From an optimization exercise on the open Yosys and OpenROAD flow, aimed at small area; shortcuts taken in it are not production practice. At most, simulation tests tie the RTL to the original design; equivalence was not proved. Power and IR drop assume default switching activity. No driver is modelled on the clock port, so clocking that relies on it looks cheaper here than on a real chip.

## run 4
==> flow/design.v <==
module col216_core (
    input  wire        clk,
    input  wire        rst,           
    input  wire [15:0] prog_len,      
    output wire [15:0] imem_addr,
    input  wire [31:0] imem_rdata,
    output wire [17:0] dmem_addr,     
    output wire        dmem_we,
    output wire [31:0] dmem_wdata,
    input  wire [31:0] dmem_rdata,
    output wire        wb_valid,      
    output wire [4:0]  wb_rd,
    output wire [31:0] wb_data,
    output wire        halted,
    output wire        fault,
    output wire [2:0]  fault_code,
    output wire [15:0] fault_pc
);
    reg [3:0]  ph;                    
    reg        clr;                   
    reg [15:0] pc;
    reg        halt_r;
    reg        fault_r;
    reg [2:0]  fcode;
    reg        c;                     
    reg        z;                     
    reg [31:0] A;                     
    reg [31:0] R;                     
    reg [6:0]  mc;                    
    reg        wbv_r;                 
    reg        st_r;                  
    reg [4:0]  wb_rd_r;
    reg [1:0]  mc0;                   
    reg        mprev;                 
    wire rev2  = ph[3];
    wire first = (ph[2:0] == 3'd0);
    wire last  = (ph == 4'd15);
    wire go    = ~fault_r & ~halt_r;
    wire [31:0] instr = imem_rdata;
    wire [5:0]  op    = instr[31:26];
    wire [4:0]  rs    = instr[25:21];
    wire [4:0]  rt    = instr[20:16];
    wire [4:0]  rd    = instr[15:11];
    wire is_add  = (op == 6'd1);
    wire is_sub  = (op == 6'd2);
    wire is_mul  = (op == 6'd3);
    wire is_slt  = (op == 6'd4);
    wire is_addi = (op == 6'd5);
    wire is_lw   = (op == 6'd6);
    wire is_sw   = (op == 6'd7);
    wire is_beq  = (op == 6'd8);
    wire is_bne  = (op == 6'd9);
    wire is_j    = (op == 6'd10);
    wire is_r    = is_add | is_sub | is_mul | is_slt;
    wire is_mem  = is_lw | is_sw;
    wire is_br   = is_beq | is_bne;
    wire writes  = is_r | is_addi | is_lw;
    wire [4:0] dest = is_r ? rd : rt;
    wire op_ok      = (op != 6'd0) & (op <= 6'd10);
    wire bad_syntax = ~op_ok | (is_r & (instr[10:0] != 11'd0));
    wire bad_reg    = (is_r & (rd == 5'd0)) | ((is_addi | is_lw) & (rt == 5'd0));
    wire dec_fault  = bad_syntax | bad_reg;
    wire [2:0] dec_code = bad_syntax ? 3'd4 : 3'd1;
    wire [15:0] cx   = rev2 ? A[17:2] : ph[0] ? instr[15:0] : pc;
    wire        c_gt = (cx > prog_len);
    wire        c_eq = (cx == prog_len);
    wire at_end     = c_eq;
    wire bad_label  = (is_br & (instr[15] | c_gt))
                    | (is_j  & ((instr[25:16] != 10'd0) | c_gt));
    wire [4:0] rsel = (rev2 ^ is_mem) ? rs : rt;
    wire       wen  = go & rev2 & writes;
    wire [3:0] tap [0:31];
    assign tap[0] = 4'd0;
    wire [3:0] wd;                    
    wire       fix;                   
    genvar g;
    generate
        for (g = 1; g < 32; g = g + 1) begin : rf
            reg  [31:0] ring;
            wire        we = clr | (wen & (dest == g));
            always @(posedge clk)
                ring <= {we ? (wd & {4{~clr}}) : ring[3:0], ring[31:8],
                         ring[7:5], ring[4] | (we & fix)};
            assign tap[g] = ring[3:0];
        end
    endgenerate
    wire [3:0] X = clr ? 4'd0 : tap[rsel];    
    wire [15:0] imm  = instr[15:0];
    wire [3:0]  immd = ph[2] ? {4{imm[15]}} : imm[{ph[1:0], 2'b00} +: 4];
    wire        inv  = rev2 & (is_sub | is_slt | is_br);
    wire [3:0]  Y    = ((rev2 & ~is_addi) ? R[3:0] : immd) ^ {4{inv}};
    wire        cin  = first ? inv : c;
    wire [4:0]  sum  = {1'b0, X} + {1'b0, Y} + {4'd0, cin};
    wire [3:0]  s    = sum[3:0];
    wire        co   = sum[4];
    wire        lt   = X[3] ^ Y[3] ^ co;             
    wire        zc   = (first | z) & (s == 4'd0);    
    assign fix = last & is_slt & lt;
    wire [3:0]  d   = X & {4{rev2}};
    wire        b0n = d[1];
    wire        b0s1 = d[0] ^ mprev;
    wire        b0s2 = (d[1] & ~d[0] & ~mprev) | (~d[1] & d[0] & mprev);
    wire        b1n = d[3];
    wire        b1s1 = d[2] ^ d[1];
    wire        b1s2 = (d[3] & ~d[2] & ~d[1]) | (~d[3] & d[2] & d[1]);
    wire [31:0] A2  = {A[30:0], 1'b0};
    wire [31:0] r0  = ((A & {32{b0s1}}) | (A2 & {32{b0s2}})) ^ {32{b0n}};
    wire [31:0] r1x = ((A & {32{b1s1}}) | (A2 & {32{b1s2}})) ^ {32{b1n}};
    wire [31:0] r1  = {r1x[29:0], 2'b00};
    wire [31:0] q0  = R;              
    wire [31:0] s3  = r0 ^ r1 ^ q0;
    wire [31:0] c3  = {((r0 & r1) | (r0 & q0) | (r1 & q0)), 1'b0};
    wire [31:0] msum;
    wire [7:0]  mco;
    wire [5:0]  n0 = {2'b00, s3[3:0]} + {2'b00, c3[3:0]} + {4'd0, mc0}
                   + {3'd0, b1n, 1'b0, b0n};
    assign msum[3:0] = n0[3:0];
    assign mco[0] = 1'b0;
    genvar k;
    generate
        for (k = 1; k < 8; k = k + 1) begin : nib
            wire cin_k = (k < 7) ? mc[k] : 1'b0;
            assign {mco[k], msum[4*k +: 4]} =
                {1'b0, s3[4*k +: 4]} + {1'b0, c3[4*k +: 4]} + {4'd0, cin_k};
        end
    endgenerate
    wire [3:0] mdig = dmem_rdata[{ph[2:0], 2'b00} +: 4];
    wire [3:0] res  = is_lw  ? mdig :
                      is_mul ? msum[3:0] :
                      is_slt ? 4'd0 : s;
    assign wd = res;
    wire [3:0] din  = ~rev2 ? (X & {4{~is_mul}}) : is_sw ? X : res;
    wire        mrun = rev2 & is_mul;
    wire [27:0] Rlo;
    generate
        for (k = 0; k < 7; k = k + 1) begin : rlo
            wire take = mrun & ({1'b0, ph[2:0]} <= 4'd6 - k);
            assign Rlo[4*k +: 4] = take ? msum[4*k+4 +: 4] : R[4*k+4 +: 4];
        end
    endgenerate
    wire ea_bad = (A[1:0] != 2'd0) | (A[31:20] != 12'd0) | ((A[19:18] == 2'd0) & ~c_gt & ~c_eq);
    wire taken = (is_beq & zc) | (is_bne & ~zc);
    always @(posedge clk) begin
        R   <= {din, Rlo[27:1], Rlo[0] | fix};
        wb_rd_r <= dest;
        if (~rev2)
            A <= {is_mem ? s : X, A[31:4]};
        mc0 <= n0[5:4] & {2{rev2}};
        mc  <= {mco[6:1], 1'b0} & {7{rev2}};
        mprev <= d[3] & ~last;
        c   <= co;
        z   <= zc;
        if (rst) begin
            ph      <= 4'd0;
            clr     <= 1'b1;
            pc      <= 16'd0;
            halt_r  <= 1'b0;
            fault_r <= 1'b0;
            wbv_r   <= 1'b0;
            st_r    <= 1'b0;
        end else begin
            wbv_r <= go & last & writes;
            st_r  <= go & last & is_sw;
            ph <= ph + 4'd1;
            if (ph == 4'd7)
                clr <= 1'b0;
            if (go) begin
                if (ph == 4'd0) begin
                    if (at_end)
                        halt_r <= 1'b1;
                    else if (dec_fault) begin
                        fault_r <= 1'b1;
                        fcode   <= dec_code;
                    end
                end
                if (ph == 4'd1 && bad_label) begin
                    fault_r <= 1'b1;
                    fcode   <= 3'd2;
                end
                if (ph == 4'd8 && is_mem && ea_bad) begin
                    fault_r <= 1'b1;
                    fcode   <= 3'd3;
                end
                if (last)
                    pc <= (is_j | (is_br & taken)) ? instr[15:0] : pc + 16'd1;
            end
        end
    end
    assign imem_addr  = pc;
    assign dmem_addr  = A[19:2];
    assign dmem_we    = st_r;
    assign dmem_wdata = R;
    assign wb_valid   = wbv_r;
    assign wb_rd      = wb_rd_r;
    assign wb_data    = R;
    assign halted     = halt_r;
    assign fault      = fault_r;
    assign fault_code = fcode;
    assign fault_pc   = pc;
endmodule
clock: 11.0 ns
lec_check: 0
abc_area: 1
cap_margin: 20
core_margin: 2
core_utilization: 60
slew_margin: 20
standard.sh (not shown) runs the stock make flow with config.mk's settings and CLKGATE_MAP_FILE= SYNTH_SCRIPT=/design/flow/synth_recipe.tcl, a recipe that flattens the netlist after the stock synthesis.
==> flow/flow/run.sh <==
#!/bin/bash
# Standard layout (standard.sh) with two changes: the port buffers are the
# smallest buffer cell, and clock tree synthesis uses larger sink clusters and
# no dummy loads. Each tool's full output stays in orfs/logs; make's own output
# goes to standard.log.
set -o pipefail
export BUFFER_PORTS_ARGS="-buffer_cell sky130_fd_sc_hd__buf_1"
export CTS_ARGS="-sink_clustering_enable -repair_clock_nets -dont_use_dummy_load -sink_clustering_size 30 -sink_clustering_max_diameter 100"
bash standard.sh > standard.log 2>&1
Setup changes, run 4 to run 3
-- flow/design.v --
<<< run 4, line 27
    reg [31:0] A;                     
    reg [31:0] R;                     
    reg [6:0]  mc;                    
    reg        wbv_r;                 
>>> run 3, line 27
    reg [31:0] A;                     
    reg [31:0] R;                     
    reg [27:0] acc;                   
    reg [6:0]  mc;                    
    reg        wbv_r;                 
<<< run 4, line 60
    wire bad_syntax = ~op_ok | (is_r & (instr[10:0] != 11'd0));
    wire bad_reg    = (is_r & (rd == 5'd0)) | ((is_addi | is_lw) & (rt == 5'd0));
    wire dec_fault  = bad_syntax | bad_reg;
    wire [2:0] dec_code = bad_syntax ? 3'd4 : 3'd1;
    wire [15:0] cx   = rev2 ? A[17:2] : ph[0] ? instr[15:0] : pc;
    wire        c_gt = (cx > prog_len);
    wire        c_eq = (cx == prog_len);
    wire at_end     = c_eq;
    wire bad_label  = (is_br & (instr[15] | c_gt))
                    | (is_j  & ((instr[25:16] != 10'd0) | c_gt));
    wire [4:0] rsel = (rev2 ^ is_mem) ? rs : rt;
    wire       wen  = go & rev2 & writes;
>>> run 3, line 61
    wire bad_syntax = ~op_ok | (is_r & (instr[10:0] != 11'd0));
    wire bad_reg    = (is_r & (rd == 5'd0)) | ((is_addi | is_lw) & (rt == 5'd0));
    wire tgt_big    = (instr[15:0] > prog_len);
    wire bad_label  = (is_br & (instr[15] | tgt_big))
                    | (is_j  & ((instr[25:16] != 10'd0) | tgt_big));
    wire dec_fault  = bad_syntax | bad_reg | bad_label;
    wire [2:0] dec_code = bad_syntax ? 3'd4 : bad_reg ? 3'd1 : 3'd2;
    wire at_end     = (pc == prog_len);
    wire [4:0] rsel = (rev2 ^ is_mem) ? rs : rt;
    wire       wen  = go & rev2 & writes;
<<< run 4, line 108
    wire [31:0] r1x = ((A & {32{b1s1}}) | (A2 & {32{b1s2}})) ^ {32{b1n}};
    wire [31:0] r1  = {r1x[29:0], 2'b00};
    wire [31:0] q0  = R;              
    wire [31:0] s3  = r0 ^ r1 ^ q0;
    wire [31:0] c3  = {((r0 & r1) | (r0 & q0) | (r1 & q0)), 1'b0};
>>> run 3, line 107
    wire [31:0] r1x = ((A & {32{b1s1}}) | (A2 & {32{b1s2}})) ^ {32{b1n}};
    wire [31:0] r1  = {r1x[29:0], 2'b00};
    wire [31:0] q0  = {4'd0, acc};
    wire [31:0] s3  = r0 ^ r1 ^ q0;
    wire [31:0] c3  = {((r0 & r1) | (r0 & q0) | (r1 & q0)), 1'b0};
<<< run 4, line 130
                      is_slt ? 4'd0 : s;
    assign wd = res;
    wire [3:0] din  = ~rev2 ? (X & {4{~is_mul}}) : is_sw ? X : res;
    wire        mrun = rev2 & is_mul;
    wire [27:0] Rlo;
    generate
        for (k = 0; k < 7; k = k + 1) begin : rlo
            wire take = mrun & ({1'b0, ph[2:0]} <= 4'd6 - k);
            assign Rlo[4*k +: 4] = take ? msum[4*k+4 +: 4] : R[4*k+4 +: 4];
        end
    endgenerate
    wire ea_bad = (A[1:0] != 2'd0) | (A[31:20] != 12'd0) | ((A[19:18] == 2'd0) & ~c_gt & ~c_eq);
    wire taken = (is_beq & zc) | (is_bne & ~zc);
    always @(posedge clk) begin
        R   <= {din, Rlo[27:1], Rlo[0] | fix};
        wb_rd_r <= dest;
        if (~rev2)
            A <= {is_mem ? s : X, A[31:4]};
        mc0 <= n0[5:4] & {2{rev2}};
        mc  <= {mco[6:1], 1'b0} & {7{rev2}};
        mprev <= d[3] & ~last;
        c   <= co;
>>> run 3, line 129
                      is_slt ? 4'd0 : s;
    assign wd = res;
    wire [3:0] din  = (~rev2 | is_sw) ? X : res;
    wire ea_bad = (A[1:0] != 2'd0) | (A[31:20] != 12'd0) | (A[19:2] < {2'b00, prog_len});
    wire taken = (is_beq & zc) | (is_bne & ~zc);
    always @(posedge clk) begin
        R   <= {din, R[31:5], R[4] | fix};
        wb_rd_r <= dest;
        if (~rev2)
            A <= {is_mem ? s : X, A[31:4]};
        acc <= msum[31:4];
        mc0 <= n0[5:4];
        mc  <= {mco[6:1], 1'b0};
        mprev <= d[3] & ~last;
        c   <= co;
<<< run 4, line 174
                    end
                end
                if (ph == 4'd1 && bad_label) begin
                    fault_r <= 1'b1;
                    fcode   <= 3'd2;
                end
                if (ph == 4'd8 && is_mem && ea_bad) begin
                    fault_r <= 1'b1;
>>> run 3, line 166
                    end
                end
                if (ph == 4'd8 && is_mem && ea_bad) begin
                    fault_r <= 1'b1;
## What came out
Run 3 against run 4: minimum setup slack after placement went up 0.10 ns, number of vias per cell went down about 1.2%, multi-input combinational cell area went down about 1.1%, total power went up about 2.1%, routability-driven placement congestion ratio went up about 1.4%.
Run 3 against run 4; sequential cell area is up by a few percent.
The final reports for run 3 and run 4 show wire length lower in the former.
What run 3 reported for worst-path maximum fanout has to be multiplied by 0.935 to get the figure for run 4.
Run 3 finished every stage and its layout cleared the timing, design-rule and antenna checks.
Changes observed in run 3 relative to run 4: share of final layout cell area taken by non-clock buffers -0.17 points; number of multi-input combinational cells ~0 delta.
For run 3, only the layout was checked, not whether the RTL still works.

afterwards: timing with drivers on the ports:
No port has a modelled driver above. Below, the same layouts with a new extraction and two added sets of constraints. Step 1, drivers: a clkbuf_16 drives clk and a buf_2 each remaining input, both assumed. Step 2 also shifts input and output timing later by t, the mid clock arrival at the registers, as if the neighbouring blocks saw the same clock. Slacks: ideal / step 1 / step 2; pairs: ideal / step 1.
run | t (ns) | setup WS [ns] | worst register clock-pin slew, ns
run 4 | 0.643 | 2.242 / 2.198 / 1.555 | 0.12 / 0.12
run 3 | 0.650 | 2.305 / 2.345 / 1.695 | 0.11 / 0.11
After both steps setup and hold are still met in every run listed. The setup slack of run 4, which loses most, moves by -0.044 ns with the drivers and by -0.687 ns with both steps.
